Source: an optimization exercise on an open RTL-to-GDS flow (aim: small area). Production flows keep margins and buffers that such runs may drop.
In this exercise RTL edits were held to simulation tests only and were not proved equivalent to the original.
Power figures rest on the tool's default switching activity, not on a simulated workload.

--- flow/run.sh ---
#!/bin/bash
# Own layout flow: the standard ORFS flow (standard.sh), with
#  - port buffers made of the smallest buffer cell,
#  - clock tree synthesis without dummy balancing loads,
#  - the top module's combinational logic mapped by ABC for area (own_synth.tcl,
#    otherwise the standard synthesis script),
#  - combinational cells of the synthesised netlist set to their smallest
#    drive strength before floorplanning (timing repair later upsizes what
#    the paths need). Registers stay as the standard synthesis makes them.
set -euo pipefail
export OWN_WORK_DIR=$PWD OWN_FLOW_DIR=$PWD/flow
ARGS=("SYNTH_SCRIPT=$PWD/flow/own_synth.tcl"
      "BUFFER_PORTS_ARGS=-buffer_cell sky130_fd_sc_hd__buf_1"
      "CTS_ARGS=-sink_clustering_enable -repair_clock_nets -dont_use_dummy_load -sink_clustering_size 20 -sink_clustering_max_diameter 60 -buf_list sky130_fd_sc_hd__clkbuf_8")
bash standard.sh "${ARGS[@]}" synth > synth.log 2>&1
openroad -no_init -exit flow/downsize_run.tcl > downsize.log 2>&1
bash standard.sh "${ARGS[@]}" finish > layout.log 2>&1
--- flow/downsize.tcl ---
# Swap every combinational cell to the smallest-area cell of the same function
# family (same name, other drive strength). Registers keep their cell.
proc smallest_variant { master } {
  if { ![regexp {^(sky130_fd_sc_hd__[a-z0-9]+)_([0-9]+)$} $master -> base drive] } { return $master }
  set best $master
  set best_area [get_property [get_lib_cells $master] area]
  foreach d {0 1 2 4} {
    set cand "${base}_$d"
    set lc [get_lib_cells -quiet $cand]
    if { $lc == "" } { continue }
    if { [get_property $lc dont_use] } { continue }
    set a [get_property $lc area]
    if { $a < $best_area } { set best $cand; set best_area $a }
  }
  return $best
}
set n 0
set saved 0.0
foreach inst [get_cells *] {
  set m [get_property $inst ref_name]
  if { [regexp {^sky130_fd_sc_hd__(df|edf|sdf|sedf|dl|conb|tap|fill|decap|diode)} $m] } { continue }
  set lc [get_lib_cells $m]
  set s [smallest_variant $m]
  if { $s != $m } {
    set saved [expr { $saved + [get_property $lc area] - [get_property [get_lib_cells $s] area] }]
    replace_cell $inst $s
    incr n
  }
}
puts "downsize: swapped $n cells, saved [format %.1f $saved] um2"
--- flow/downsize_run.tcl ---
# Downsize the combinational cells of the standard synthesis result in place.
set plat $::env(FLOW_HOME)/platforms/sky130hd
read_lef $plat/lef/sky130_fd_sc_hd.tlef
read_lef $plat/lef/sky130_fd_sc_hd_merged.lef
read_liberty $plat/lib/sky130_fd_sc_hd__tt_025C_1v80.lib
set res orfs/results/sky130hd/ook_core/base
read_db $res/1_synth.odb
read_sdc $res/1_synth.sdc
report_design_area
source flow/downsize.tcl
report_design_area
write_db $res/1_synth.odb
--- flow/own_synth.tcl ---
# The standard synthesis (synth_recipe.tcl: ORFS synth.tcl without the fsm
# and share passes, flattened, function nets renamed), except that the
# combinational logic of the top module is mapped by ABC with an area-oriented
# script. Registers are mapped before ABC runs, so they are the standard ones.
proc abc {args} {
  set i [lsearch -exact $args -script]
  set top_args [lreplace $args [expr {$i + 1}] [expr {$i + 1}] $::env(OWN_FLOW_DIR)/top_area.abc]
  yosys abc {*}$top_args ook_core
  yosys abc {*}$args ook_maj ook_ge_lo ook_ge_hi
}
source $::env(OWN_WORK_DIR)/synth_recipe.tcl
--- flow/top_area.abc ---
strash
dc2
dch -f
amap
topo
--- standard.sh ---
#!/bin/bash
# synth_recipe.tcl (not shown) runs the flow's synth.tcl, then flattens the netlist and writes it again
# the make line also repeats each setting of config.mk as NAME=value (left out here)
make -C /OpenROAD-flow-scripts/flow DESIGN_CONFIG=/design/flow/config.mk WORK_HOME=/design/flow/orfs CLKGATE_MAP_FILE= SYNTH_SCRIPT=/design/flow/synth_recipe.tcl "${@:-finish}"
--- config.mk ---
export PLATFORM = sky130hd
export DESIGN_NAME = ook_core
export DESIGN_NICKNAME = ook_core
export VERILOG_FILES = /design/flow/design.v
export SDC_FILE = /design/flow/constraint.sdc
export NUM_CORES = 4
export LEC_CHECK = 0
export CAP_MARGIN = 20
export CORE_MARGIN = 2
export CORE_UTILIZATION = 65
export PLACE_DENSITY = 0.75
export SLEW_MARGIN = 20
export SYNTH_HIERARCHICAL = 1
--- constraint.sdc ---
create_clock -name core_clock -period 20.0 [get_ports {clk}]
set_input_delay 4.0000 -clock core_clock [delete_from_list [all_inputs] [get_ports {clk}]]
set_output_delay 4.0000 -clock core_clock [all_outputs]
set_load 0.01 [all_outputs]
--- design.v ---
module ook_core (
    input  wire        clk,
    input  wire        rst,               
    input  wire        edge_valid,        
    input  wire        edge_carrier,      
    input  wire [31:0] edge_duration,     
    input  wire        tick,              
    input  wire        service,           
    input  wire [31:0] cfg_pulse_min,
    input  wire [31:0] cfg_pulse_max,
    input  wire [31:0] cfg_eop_min,
    input  wire [31:0] cfg_pre_min,
    input  wire [31:0] cfg_zero_min,
    input  wire [31:0] cfg_zero_max,
    input  wire [31:0] cfg_one_min,
    input  wire [31:0] cfg_one_max,
    input  wire [7:0]  cfg_confirm_threshold,
    input  wire [31:0] cfg_window_ticks,
    input  wire [31:0] cfg_idle_ticks,
    input  wire        cfg_fallback,
    input  wire [31:0] cfg_frame_timeout_ticks,
    input  wire        cfg_temp_signed,
    output reg         reading_valid,
    output wire [31:0] reading,           
    output reg         err_valid,         
    output wire [2:0]  err_reason,
    output reg         noconf_valid       
);
    localparam [1:0] ST_IDLE = 2'd0, ST_INPRE = 2'd1, ST_COLLECT = 2'd2;
    localparam [5:0] CNT_START = 6'b000001, CNT_LAST = 6'b001011;
    localparam [1:0] E_NOISE = 2'd1, E_PREMATURE = 2'd2, E_TIMEOUT = 2'd3,
                     E_ORDER = 2'd0;
    function [31:0] addc32;
        input [31:0] a;
        input        b;
        integer k;
        reg c;
        begin
            c = b;
            for (k = 0; k < 32; k = k + 1) begin
                addc32[k] = a[k] ^ c;
                c = c & a[k];
            end
        end
    endfunction
    reg [1:0]   asm_state;
    reg [5:0]   frame_cnt;
    reg [35:0]  frame_sr;                
    reg [31:0]  frame_nrem;              
    reg         frame_p;
    reg [143:0] q_data;                  
    reg [1:0]   q_rp;
    reg [2:0]   q_len;
    reg         rec_valid;
    reg [35:0]  rec_raw;                 
    reg [7:0]   rec_count;
    reg [31:0]  win_nrem;
    reg         win_p;
    reg [31:0]  idle_nrem;
    reg         idle_p;
    reg         low_conf;
    reg         temp_signed_q;
    reg [1:0]   err_code;
    wire [31:0] d  = edge_duration;
    wire [31:0] nd = ~edge_duration;
    wire ge_pmin, ge_pmax, gt_eop, gt_pre, ge_zmin, ge_zmax, ge_omin, ge_omax;
    ook_ge_lo u_pmin (.nd(nd), .a(cfg_pulse_min), .ge(ge_pmin));    
    ook_ge_hi u_pmax (.nd(nd), .a(cfg_pulse_max), .ge(ge_pmax));    
    ook_ge_lo u_zmin (.nd(nd), .a(cfg_zero_min),  .ge(ge_zmin));
    ook_ge_hi u_zmax (.nd(nd), .a(cfg_zero_max),  .ge(ge_zmax));
    ook_ge_lo u_omin (.nd(nd), .a(cfg_one_min),   .ge(ge_omin));
    ook_ge_hi u_omax (.nd(nd), .a(cfg_one_max),   .ge(ge_omax));
    ook_ge_hi u_eop  (.nd(nd), .a(cfg_eop_min),   .ge(gt_eop));     
    ook_ge_hi u_pre  (.nd(nd), .a(cfg_pre_min),   .ge(gt_pre));
    wire in_pulse = ge_pmin & ge_pmax;
    wire is_eop   = ~gt_eop;
    wire is_pre   = ~gt_pre;
    wire in_zero  = ge_zmin & ge_zmax;
    wire in_one   = ge_omin & ge_omax;
    wire s_pulse  = edge_carrier & in_pulse;
    wire s_pre    = ~edge_carrier & ~is_eop & is_pre;
    wire s_eop    = ~edge_carrier & is_eop;
    wire s_bit    = ~edge_carrier & ~is_eop & ~is_pre & (in_zero | in_one);
    wire s_noise  = edge_carrier ? ~in_pulse : (~is_eop & ~is_pre & ~in_zero & ~in_one);
    wire bit_val  = ~in_zero;
    wire st_idle    = (asm_state == ST_IDLE);
    wire st_inpre   = (asm_state == ST_INPRE);
    wire st_collect = (asm_state == ST_COLLECT);
    wire e_order    = (s_pre & st_collect) | (s_bit & st_inpre);
    wire e_prem     = s_eop & ~st_idle;
    wire e_err      = edge_valid & (s_noise | e_order | e_prem);
    wire append     = edge_valid & s_bit & st_collect;
    wire complete   = append & (frame_cnt == CNT_LAST);
    wire [35:0] payload = {frame_sr[34:0], bit_val};
    reg [1:0] st1;                       
    always @* begin
        st1 = asm_state;
        if (edge_valid) begin
            if (e_err | complete)
                st1 = ST_IDLE;
            else if (s_pre)
                st1 = ST_INPRE;
            else if (s_pulse & st_inpre)
                st1 = ST_COLLECT;
        end
    end
    wire        q_full  = q_len[2];
    wire        q_empty = (q_len == 3'd0);
    wire [1:0]  q_wp    = q_rp + q_len[1:0];
    wire [1:0]  rp1     = (complete & q_full) ? q_rp + 2'd1 : q_rp;
    wire [2:0]  len1    = (complete & ~q_full) ? q_len + 3'd1 : q_len;
    wire        pop     = service & (len1 != 3'd0);
    wire [3:0]  rsel = {4{~q_empty}} & (4'b0001 << rp1);
    wire [35:0] head = ({36{rsel[0]}}   & q_data[35:0])
                     | ({36{rsel[1]}}   & q_data[71:36])
                     | ({36{rsel[2]}}   & q_data[107:72])
                     | ({36{rsel[3]}}   & q_data[143:108])
                     | ({36{q_empty}}   & payload);
    wire        eq_hi   = (head[35:1] == rec_raw[35:1]);
    wire        match   = rec_valid & eq_hi & (head[0] == rec_raw[0]);
    wire [7:0]  cnt_inc = rec_count + 8'd1;
    wire [7:0]  cnt1    = match ? cnt_inc : 8'd1;
    wire        thr_le1 = ~|cfg_confirm_threshold[7:1];
    wire        conf_m  = (cnt_inc == cfg_confirm_threshold);
    wire        confirm = pop & (match ? conf_m : thr_le1);
    wire        opening = pop & ~rec_valid;
    wire        rv1     = pop ? ~confirm : rec_valid;
    wire        f_hiz    = ~|cfg_frame_timeout_ticks[31:1];
    wire        f_dec    = tick & (cfg_frame_timeout_ticks[0] | ~f_hiz);
    wire        f_end    = &frame_nrem[31:2] & (frame_p ? (~frame_nrem[1] & frame_nrem[0])
                                                        : (frame_nrem[1] & ~frame_nrem[0]));
    wire        timeout  = f_dec & (st1 != ST_IDLE) &
                           (edge_valid ? (cfg_frame_timeout_ticks[0] & f_hiz) : f_end);
    wire        w_hiz    = ~|cfg_window_ticks[31:1];
    wire        w_dec    = tick & (cfg_window_ticks[0] | ~w_hiz);
    wire        w_end    = &win_nrem[31:2] & (win_p ? (~win_nrem[1] & win_nrem[0])
                                                    : (win_nrem[1] & ~win_nrem[0]));
    wire        w_fire   = w_dec & rv1 & (opening ? (cfg_window_ticks[0] & w_hiz) : w_end);
    wire        i_clr    = opening | (edge_valid & s_pre);
    wire        i_hiz    = ~|cfg_idle_ticks[31:1];
    wire        i_dec    = tick & (cfg_idle_ticks[0] | ~i_hiz);
    wire        i_end    = &idle_nrem[31:2] & (idle_p ? (~idle_nrem[1] & idle_nrem[0])
                                                      : (idle_nrem[1] & ~idle_nrem[0]));
    wire        i_fire   = i_dec & rv1 & (i_clr ? (cfg_idle_ticks[0] & i_hiz) : i_end);
    wire        close    = w_fire | i_fire;
    always @(posedge clk) begin
        if (append)
            frame_sr <= payload;
        if (edge_valid & s_pre)
            frame_cnt <= CNT_START;
        else if (append)
            frame_cnt <= {frame_cnt[4:0], frame_cnt[5] ^ frame_cnt[4]};
        frame_nrem <= edge_valid ? ~cfg_frame_timeout_ticks : addc32(frame_nrem, f_dec);
        if (edge_valid)
            frame_p <= f_dec;
        if (complete) begin
            case (q_wp)
                2'd0: q_data[35:0]    <= payload;
                2'd1: q_data[71:36]   <= payload;
                2'd2: q_data[107:72]  <= payload;
                default: q_data[143:108] <= payload;
            endcase
        end
        if (pop) begin
            rec_raw   <= head;
            rec_count <= cnt1;
        end
        win_nrem  <= opening ? ~cfg_window_ticks : addc32(win_nrem, w_dec);
        if (opening)
            win_p <= w_dec;
        idle_nrem <= i_clr ? ~cfg_idle_ticks : addc32(idle_nrem, i_dec);
        if (i_clr)
            idle_p <= i_dec;
        low_conf  <= rv1;
        temp_signed_q <= cfg_temp_signed;
        err_code  <= timeout ? E_TIMEOUT :
                     (s_noise ? E_NOISE : (e_prem ? E_PREMATURE : E_ORDER));
        if (rst) begin
            asm_state     <= ST_IDLE;
            q_rp          <= 2'd0;
            q_len         <= 3'd0;
            rec_valid     <= 1'b0;
            reading_valid <= 1'b0;
            err_valid     <= 1'b0;
            noconf_valid  <= 1'b0;
        end else begin
            asm_state     <= timeout ? ST_IDLE : st1;
            q_rp          <= pop ? rp1 + 2'd1 : rp1;
            q_len         <= pop ? len1 - 3'd1 : len1;
            rec_valid     <= rv1 & ~close;
            reading_valid <= confirm | (close & cfg_fallback);
            err_valid     <= e_err | timeout;
            noconf_valid  <= close & ~cfg_fallback;
        end
    end
    wire [35:0] p = rec_raw;
    wire [6:0]  hum = (p[7:0] > 8'd100) ? 7'd100 : p[6:0];
    assign reading = {low_conf, p[35:28], p[27], p[25:24],
                      temp_signed_q & p[23], p[23:12], hum};
    assign err_reason = {err_code == 2'd0, err_code};
endmodule
module ook_maj (
    input  wire a,
    input  wire b,
    input  wire c,
    output wire y
);
    assign y = (a & b) | (c & (a | b));
endmodule
module ook_ge_lo (
    input  wire [31:0] nd,
    input  wire [31:0] a,
    output wire        ge
);
    wire [32:1] n;
    assign n[1] = nd[0] & a[0];
    genvar k;
    generate
        for (k = 1; k < 32; k = k + 1) begin : g
            ook_maj m (.a(nd[k]), .b(a[k]), .c(n[k]), .y(n[k+1]));
        end
    endgenerate
    assign ge = ~n[32];
endmodule
module ook_ge_hi (
    input  wire [31:0] nd,
    input  wire [31:0] a,
    output wire        ge
);
    wire [32:1] c;
    assign c[1] = a[0] | nd[0];
    genvar k;
    generate
        for (k = 1; k < 32; k = k + 1) begin : g
            ook_maj m (.a(a[k]), .b(nd[k]), .c(c[k]), .y(c[k+1]));
        end
    endgenerate
    assign ge = c[32];
endmodule
==> reports/results.tsv, run 1 <==
metric	value	unit
status	complete, no violations	
Tcrit/Tclk final	0.980	
DRC	0	
FP Rows	58	
Clk Latency, worst-skew pair	0.58	ns
die width	165	um
crit-path leading delay family	adder cells	
hpwl dp	39900	um
IO Port Bufs	437	
CP Class	in -> reg	
CP Launch Point	edge_duration[0]	
DIE AREA	27100	um2
hold crit path type	reg -> reg	
Worst Tran Pin Value	0.997	ns
synthesis-to-finish area growth	17.2	%
slowest stage delay, CP	0.40	ns
skew final	0.0679	ns
Setup-failing EPs final	0	
DR vias	14000	
DR WL/cell	22.2	um
Min-Delay Startpoint	frame_cnt[1]$_SDFFE_PP0P_	
vias per cell	6.12	
CTS max path bufs	3	
most common cell after layout, fill and taps aside	buf_1	
layout cells sized above 1	0.0649	
mean area per synthesized cell	11.5	um2
VDD IR-drop max	43.0	uV
Die H	165	um
initial antenna violation count	13	
TritonCTS Buffers	23	
CTS tree	yes	
Slew Limit Fails	0	
Worst setup SP type	primary input	
core area	25300	um2
Reg clk slew, reported paths	0.09	ns
CP required	20.44	ns
Leak	6.67	nW
Net Count, Synth	1963	
vias in the first global route	13400	
largest net degree at the start of global routing	73	
Slew headroom	0.329	
Syn Std Cell Area	16800	um2
Final Hold Viols	0	
clk sinks	343	
r2r startpoint	frame_nrem[0]$_DFF_P_	
buffers plus inverters on the worst setup path	11	
Ys Warns	7	
Multi-input gate area	7350	um2
critical path arrival	20.05	ns
Cells after Synth	1459	
Post-DRT Antenna Nets	0	
TNS Setup	0	ns
Post-DP Area	19200	um2
Pwr Density	65.2	nW/um2
crit path max fanout	11	
final WL	50600	um
nets	2447	
register area	9130	um2
GRT overflow	0	
# fillers	1740	
Slowest-stage cell, CP	a222oi_1	
Top cell by count, worst path	maj3_1	
htree depth	1	
initial core utilization	0.665	
post-route cell area	19700	um2
r2r setup slk	13.42	ns
Pre-antenna DRT Iters	5	
first-pass GRT wire length	73900	um
Global Route Usage Sum	0.364	
most frequent cells in the layout	437 x buf_1, 226 x maj3_1, 226 x edfxtp_1, 166 x nand2_1, 119 x o21ai_0	
DR iter-0 viols	1651	
number of max-cap violations	0	
Fmax achieved	51.0	MHz
final critical path time including I/O delays and setup	19.60	ns
Worst Setup End Kind	flip-flop	
post-layout util	0.779	
# IOs	438	
CTS hold repair buffers	0	
RD Place Congestion	1.03	
clock root cell	clkbuf_8	
-- power breakdown --
group	internal (mW)	total, mW	switching (mW)
clock network	0.104	0.305	0.201
registers	0.783	0.806	0.0235
logic	0.0834	0.172	0.0890
total	0.970	1.28	0.313
-- area by class of cell --
cell class | instances | share of cell area
multi-input cells | 986 | 0.374
repair buffers | 483 | 0.102
clock buffers | 23 | 0.0161
well taps | 330 | 0.0210
flip-flops and latches | 343 | 0.464
diodes | 9 | 0.00114
inverters | 106 | 0.0216
-- timing repair --
action / in CTS / in global routing
setup buffers: 0 / 10
endpoints found under the setup margin: 0 / 7
resized for setup: 0 / 12
-- layer usage --
layer,part of all wire,routed length [um],global-route usage
met5,0.00051,26,0
met4,0.043,2150,0.152
met3,0.10,5140,0.0728
met2,0.48,24100,0.595
met1,0.38,19200,0.477
-- path summary, 6_finish.rpt --
path / cells after the start / endpoint
worst max register to register: 35 / frame_nrem[31]$_DFF_P_
worst min-delay path: 2 / frame_cnt[2]$_SDFFE_PP0P_
worst min register to register: 2 / frame_cnt[2]$_SDFFE_PP0P_
worst max-delay path: 64 / reading_valid$_SDFF_PP0_
-- sequential cells by signal, summed over array words and instances, names as in the netlist, 2 cells and up --
| name | count |
|---|---|
| asm_state | 2 |
| err_code | 2 |
| frame_cnt | 6 |
| frame_nrem | 32 |
| frame_sr | 35 |
| idle_nrem | 32 |
| q_data | 144 |
| q_len | 3 |
| q_rp | 2 |
| rec_count | 8 |
| rec_raw | 36 |
| win_nrem | 32 |
-- worst register-to-register path, delay by kind of cell, from the launching register on --
family,cells,cell delay (ns)
AOI/OAI and AO/OA,2,0.11
and+or+nand+nor,2,0.20
adders and majority gates,31,5.85
DFF,1,0.34
-- metrics by stage --
step,power [mW],hold WS (ns),setup slack [ns],cells
2_1_floorplan,0.921,0.433,0.0319,1459
3_3_place_gp,0.983,0.452,0.197,2238
3_5_place_dp,0.992,0.457,-0.180,2238
4_1_cts,1.28,0.472,0.367,2261
5_1_grt,1.34,0.496,-0.0529,2278
6_report,1.28,0.473,0.395,2280
==> run 2, diff against run 1 <==
--- a/flow/run.sh
+++ b/flow/run.sh
@@ -11,7 +11,7 @@
 export OWN_WORK_DIR=$PWD OWN_FLOW_DIR=$PWD/flow
 ARGS=("SYNTH_SCRIPT=$PWD/flow/own_synth.tcl"
       "BUFFER_PORTS_ARGS=-buffer_cell sky130_fd_sc_hd__buf_1"
-      "CTS_ARGS=-sink_clustering_enable -repair_clock_nets -dont_use_dummy_load -sink_clustering_size 20 -sink_clustering_max_diameter 60 -buf_list sky130_fd_sc_hd__clkbuf_8")
+      "CTS_ARGS=-sink_clustering_enable -repair_clock_nets -dont_use_dummy_load -sink_clustering_size 20 -sink_clustering_max_diameter 45 -buf_list sky130_fd_sc_hd__clkbuf_8")
 bash standard.sh "${ARGS[@]}" synth > synth.log 2>&1
 openroad -no_init -exit flow/downsize_run.tcl > downsize.log 2>&1
 bash standard.sh "${ARGS[@]}" finish > layout.log 2>&1
==> run 2 against run 1 <==
Sequential share of layout area down 0.53 points. Core utilization up 0.89 points. Critical path depth unchanged. Register-to-register slack worse by 0.05 ns. Die area unchanged. Via count up 1.0%. Global-route usage up 0.40 points. Synthesized cell count unchanged. Non-clock buffer count up 7. Sequential power about the same. Cell area up 1.1%. Clock power up 21%.
==> reports/results.tsv, run 2 <==
metric	value	unit	change
Tcrit/Tclk final	0.983		was 0.980
CP Class	in -> reg		unchanged
number of flip-flops in the largest register	144		unchanged
Final Hold Viols	0		unchanged
hpwl dp	39900	um	unchanged
critical path arrival	20.07	ns	was 20.05 ns
nets	2465		was 2447
core area	25300	um2	unchanged
clock root cell	clkbuf_8		unchanged
Post-DRT Antenna Nets	0		unchanged
initial antenna violation count	14		was 13
IO Port Bufs	437		unchanged
Pwr Density	67.8	nW/um2	was 65.2 nW/um2
GRT overflow	0		unchanged
Slew headroom	0.347		was 0.329
RD Place Congestion	1.03		unchanged
clk sinks	343		unchanged
Hold EP	frame_cnt[5]$_SDFFE_PP0P_		was frame_cnt[2]$_SDFFE_PP0P_
layout cells sized above 1	0.0745		was 0.0649
Worst Setup End Kind	flip-flop		unchanged
DR iter-0 viols	1558		was 1651
vias in the first global route	13500		was 13400
TritonCTS Buffers	34		was 23
highest metal used	met5		unchanged
slowest stage delay, CP	0.41	ns	was 0.40 ns
Setup-failing EPs final	0		unchanged
Largest regs	q_data: 144 flops, rec_raw: 36 flops, frame_sr: 35 flops		unchanged
die width	165	um	unchanged
Leak	6.79	nW	was 6.67 nW
final critical path time including I/O delays and setup	19.67	ns	was 19.60 ns
Die H	165	um	unchanged
Global Route Usage Sum	0.368		was 0.364
Fmax achieved	50.8	MHz	was 51.0 MHz
VDD IR-drop max	51.6	uV	was 43.0 uV
hold crit path type	reg -> reg		unchanged
total power	1.35	mW	was 1.28 mW
final WL	51400	um	was 50600 um
synthesis-to-finish area growth	18.5	%	was 17.2%
Ys Warns	7		unchanged
hold slack final	0.474	ns	was 0.473 ns
Slowest-stage cell, CP	a222oi_1		unchanged
vias per cell	6.12		about the same
crit path max fanout	11		unchanged
CP required	20.40	ns	was 20.44 ns
number of max-cap violations	0		unchanged
DR vias	14100		was 14000
FP Rows	58		unchanged
DIE AREA	27100	um2	unchanged
CTS max path bufs	3		unchanged
Cells after Synth	1459		unchanged
Clk Latency, worst-skew pair	0.56	ns	was 0.58 ns
r2r setup slk	13.37	ns	was 13.42 ns
Net Count, Synth	1963		unchanged
skew final	0.0774	ns	was 0.0679 ns
M1 wire length	19200	um	about the same
Worst Tran Pin Value	0.971	ns	was 0.997 ns
DRC	0		unchanged
Reg clk slew, reported paths	0.08	ns	was 0.09 ns
htree depth	2		was 1
Slew Limit Fails	0		unchanged
Worst setup SP type	primary input		unchanged
FF-to-FF path depth	35		unchanged
CTS tree	yes		unchanged
status	complete, no violations		unchanged
DR WL/cell	22.3	um	was 22.2 um
routed length on met3	5450	um	was 5140 um
# IOs	438		unchanged
Syn Std Cell Area	16800	um2	unchanged
reg-to-reg critical path endpoint	frame_nrem[31]$_DFF_P_		unchanged
WL met2	24400	um	was 24100 um
Top cell by count, worst path	maj3_1		unchanged
largest net degree at the start of global routing	73		unchanged
Largest Register	q_data		unchanged
mean area per synthesized cell	11.5	um2	unchanged
hold path cells	2		unchanged
Min-Delay Startpoint	frame_cnt[5]$_SDFFE_PP0P_		was frame_cnt[1]$_SDFFE_PP0P_
first-pass GRT wire length	74500	um	was 73900 um
most common cell after layout, fill and taps aside	buf_1		unchanged
Pre-antenna DRT Iters	8		was 5
r2r startpoint	frame_nrem[0]$_DFF_P_		unchanged
buffers plus inverters on the worst setup path	11		unchanged
CTS hold repair buffers	0		unchanged
most frequent cells in the layout	437 x buf_1, 226 x edfxtp_1, 225 x maj3_1, 166 x nand2_1, 118 x o21ai_0		was 437 x buf_1, 226 x maj3_1, 226 x edfxtp_1, 166 x nand2_1, 119 x o21ai_0
initial core utilization	0.665		unchanged
crit-path leading delay family	adder cells		unchanged
## run 2: worst register-to-register path: cells and delay by family (launching register included)
family / cells / cell delay, ns
adders and majority gates: 31 / 5.85
AOI/OAI and AO/OA: 2 / 0.11
and+or+nand+nor: 2 / 0.20
DFF: 1 / 0.33
## run 2: cell type report
cell class / count / area [um2]
diodes: 12 / 30.0
inverters: 106 / 425
clock buffers: 34 / 468
flip-flops and latches: 343 / 9130
well taps: 330 / 413
fillers: 1707 / 5360
repair buffers: 490 / 2080
multi-input cells: 986 / 7360
## run 2: routing by layer
layer | vias to the layer above | global-route usage
li1 | 6501 | -
met1 | 6603 | 0.472
met2 | 854 | 0.602
met3 | 131 | 0.0816
met4 | 4 | 0.166
met5 | - | 0
## run 2: worst max path at each step
stage                          start                       end  slack [ns]  cells after the start
finish              edge_duration[0]  reading_valid$_SDFF_PP0_        0.33                     64
global route        edge_duration[0]   noconf_valid$_SDFF_PP0_       -0.14                     64
CTS                 edge_duration[0]   noconf_valid$_SDFF_PP0_        0.31                     63
detailed placement  edge_duration[0]   noconf_valid$_SDFF_PP0_       -0.18                     63
global placement    edge_duration[0]   noconf_valid$_SDFF_PP0_        0.20                     62
floorplan           edge_duration[0]   noconf_valid$_SDFF_PP0_        0.03                     60
## run 2: per-stage QoR
step | setup WS, ns | util | instance area, um2 | TNS (ns) | instances
3_5_place_dp | -0.180 | 0.760 | 19200 | -0.361 | 2238
5_1_grt | -0.144 | 0.787 | 19900 | -0.380 | 2297
2_1_floorplan | 0.0319 | - | 16900 | 0 | 1459
4_1_cts | 0.313 | 0.778 | 19700 | 0 | 2272
3_3_place_gp | 0.197 | 0.760 | 19200 | 0 | 2238
6_report | 0.332 | 0.788 | 19900 | 0 | 2301
## run 2: timing repair
item | in CTS | in global routing
endpoints found under the setup margin | 0 | 10
setup buffers | 0 | 17
resized for setup | 0 | 15
## run 2: report_power, final
| part | switching, mW | internal, mW |
|---|---|---|
| clock network | 0.216 | 0.152 |
| registers | 0.0238 | 0.783 |
| logic | 0.0895 | 0.0834 |
| total | 0.329 | 1.02 |
==> run 3, diff against run 2 <==
--- a/flow/run.sh
+++ b/flow/run.sh
@@ -11,7 +11,7 @@
 export OWN_WORK_DIR=$PWD OWN_FLOW_DIR=$PWD/flow
 ARGS=("SYNTH_SCRIPT=$PWD/flow/own_synth.tcl"
       "BUFFER_PORTS_ARGS=-buffer_cell sky130_fd_sc_hd__buf_1"
-      "CTS_ARGS=-sink_clustering_enable -repair_clock_nets -dont_use_dummy_load -sink_clustering_size 20 -sink_clustering_max_diameter 45 -buf_list sky130_fd_sc_hd__clkbuf_8")
+      "CTS_ARGS=-sink_clustering_enable -repair_clock_nets -dont_use_dummy_load -sink_clustering_size 16 -sink_clustering_max_diameter 60 -buf_list sky130_fd_sc_hd__clkbuf_8")
 bash standard.sh "${ARGS[@]}" synth > synth.log 2>&1
 openroad -no_init -exit flow/downsize_run.tcl > downsize.log 2>&1
 bash standard.sh "${ARGS[@]}" finish > layout.log 2>&1
==> run 3 against run 2 <==
Worst setup slack better by 0.086 ns. Global-route usage up 0.20 points. Still clean. Cell count down 0.70%. Clock skew down 0.045 ns. Critical endpoint is now noconf_valid$_SDFF_PP0_. Register-to-register slack improved by 0.07 ns. Sequential power hardly changed. Largest cell class unchanged. Critical path type unchanged.
==> reports/results.tsv, run 3 <==
metric	value	unit	change
status	complete, no violations		unchanged
Largest Register	q_data		unchanged
initial core utilization	0.665		unchanged
vias per cell	6.15		was 6.12
die width	165	um	unchanged
buffers plus inverters on the worst setup path	5		was 11
first-pass GRT wire length	75000	um	was 74500 um
post-layout util	0.781		was 0.788
DP Cell Count	2238		unchanged
most frequent cells in the layout	437 x buf_1, 226 x maj3_1, 226 x edfxtp_1, 166 x nand2_1, 118 x o21ai_0		was 437 x buf_1, 226 x edfxtp_1, 225 x maj3_1, 166 x nand2_1, 118 x o21ai_0
TNS Setup	0	ns	unchanged
final critical path time including I/O delays and setup	19.58	ns	was 19.67 ns
dpl ws	-0.180	ns	unchanged
DR WL/cell	22.6	um	was 22.3 um
Reg clk slew, reported paths	0.10	ns	was 0.08 ns
DR vias	14100		about the same
Pre-antenna DRT Iters	8		unchanged
Non-Filler Instances	2285		was 2301
post-route setup slack	0.418	ns	was 0.332 ns
slowest stage delay, CP	0.50	ns	was 0.41 ns
TritonCTS Buffers	25		was 34
Fmax achieved	51.1	MHz	was 50.8 MHz
htree depth	1		was 2
crit-path leading delay family	adder cells		unchanged
Die H	165	um	unchanged
hold crit path type	reg -> reg		unchanged
DIE AREA	27100	um2	unchanged
CP required	20.51	ns	was 20.40 ns
vias in the first global route	13500		about the same
routed length on met3	5150	um	was 5450 um
CTS hold repair buffers	0		unchanged
Final Hold Viols	0		unchanged
Worst setup SP type	primary input		unchanged
# fillers	1716		was 1707
layout cells sized above 1	0.0684		was 0.0745
CTS tree	yes		unchanged
core area	25300	um2	unchanged
Post-DP Area	19200	um2	unchanged
Ys Warns	7		unchanged
IO Port Bufs	437		unchanged
# IOs	438		unchanged
GRT overflow	0		unchanged
Syn Std Cell Area	16800	um2	unchanged
FP Rows	58		unchanged
highest metal used	met5		unchanged
mean area per synthesized cell	11.5	um2	unchanged
crit path max fanout	8		was 11
CTS max path bufs	3		unchanged
clk sinks	343		unchanged
largest net degree at the start of global routing	73		unchanged
synthesis-to-finish area growth	17.5	%	was 18.5%
Setup-failing EPs final	0		unchanged
Top cell by count, worst path	maj3_1		unchanged
number of max-cap violations	0		unchanged
Post-DRT Antenna Nets	0		unchanged
Clk Latency, worst-skew pair	0.58	ns	was 0.56 ns
Slew headroom	0.344		was 0.347
number of flip-flops in the largest register	144		unchanged
DR iter-0 viols	1648		was 1558
total power	1.30	mW	was 1.35 mW
WL met2	24500	um	was 24400 um
Cells after Synth	1459		unchanged
nets	2450		was 2465
Slowest-stage cell, CP	or4_4		was a222oi_1
most common cell after layout, fill and taps aside	buf_1		unchanged
Net Count, Synth	1963		unchanged
Slew Limit Fails	0		unchanged
skew final	0.0322	ns	was 0.0774 ns
Worst Tran Pin Value	0.975	ns	was 0.971 ns
Largest regs	q_data: 144 flops, rec_raw: 36 flops, frame_sr: 35 flops		unchanged
final WL	51600	um	was 51400 um
clock root cell	clkbuf_8		unchanged
critical path arrival	20.10	ns	was 20.07 ns
post-route cell area	19700	um2	was 19900 um2
Tcrit/Tclk final	0.979		was 0.983
M1 wire length	19600	um	was 19200 um
Worst Setup End Kind	flip-flop		unchanged
hold slack final	0.473	ns	was 0.474 ns
hpwl dp	39900	um	unchanged
Pwr Density	65.8	nW/um2	was 67.8 nW/um2
initial antenna violation count	13		was 14
RD Place Congestion	1.03		unchanged
Leak	6.69	nW	was 6.79 nW
CP Class	in -> reg		unchanged
Global Route Usage Sum	0.370		was 0.368
DRC	0		unchanged
VDD IR-drop max	47.4	uV	was 51.6 uV
==> run 3: tightest hold or removal path, delay by kind of cell (launching register included) <==
kind                   cells  cell delay [ns]
buffers and inverters      1             0.06
AOI/OAI and AO/OA          1             0.05
DFF                        1             0.33
==> run 3: layout make-up <==
class,instances,area [um2],share of cell area
Antenna cell,11,27.5,0.00140
Clock buffer,25,344,0.0174
Inverter,106,425,0.0216
Multi-Input combinational cell,986,7380,0.374
Sequential cell,343,9130,0.463
Tap cell,330,413,0.0209
Timing Repair Buffer,483,2000,0.101
Timing Repair inverter,1,8.76,0.000444
==> run 3: path summary, 6_finish.rpt <==
path                             start                        end  slack, ns  cells past startpoint
max                   edge_duration[0]    noconf_valid$_SDFF_PP0_       0.42                     61
min          frame_cnt[1]$_SDFFE_PP0P_  frame_cnt[2]$_SDFFE_PP0P_       0.47                      2
max reg2reg      frame_nrem[0]$_DFF_P_     frame_nrem[31]$_DFF_P_      13.44                     35
min reg2reg  frame_cnt[1]$_SDFFE_PP0P_  frame_cnt[2]$_SDFFE_PP0P_       0.47                      2
==> run 3: layer usage <==
| layer | GRT usage | vias to the layer above |
|---|---|---|
| met1 | 0.477 | 6642 |
| met5 | 0 | - |
| li1 | - | 6468 |
| met4 | 0.172 | 4 |
| met2 | 0.609 | 827 |
| met3 | 0.0703 | 121 |
==> run 3: what timing repair did <==
item,4_1_cts,5_1_grt
endpoints found under the setup margin,0,11
buffers inserted,0,10
resized for setup,0,18
==> run 3: power breakdown <==
group | internal, mW | switching (mW)
combinational | 0.0833 | 0.0891
sequential | 0.783 | 0.0236
clock | 0.112 | 0.208
total | 0.978 | 0.320

[afterwards: timing with drivers on the ports]
No port has a modelled driver above. Below, the same layouts with a new extraction and two added sets of constraints.
Step 1 assumes that a clkbuf_16 drives the clock port and a buf_2 every other input.
Step 2, shift: input delay + t, output delay - t, t = (earliest + latest rising clock arrival at the registers) / 2. This alone moves slack from input paths to output paths.
a / b / c = ideal / step 1 / step 2; a / b = the first two.
run	t, ns	setup slack, ns	worst data-port slew with drivers (ns)	pins driven straight from the clock port
run 1	0.582	0.395 / 0.405 / -0.177	0.16	1
run 2	0.558	0.332 / 0.327 / -0.231	0.17	1
run 3	0.603	0.418 / 0.432 / -0.170	0.17	1
With both steps, setup timing fails in every run listed, where it was met with ideal ports. For run 3, which loses most, drivers alone change the setup slack by +0.014 ns; drivers and shift together by -0.588 ns.
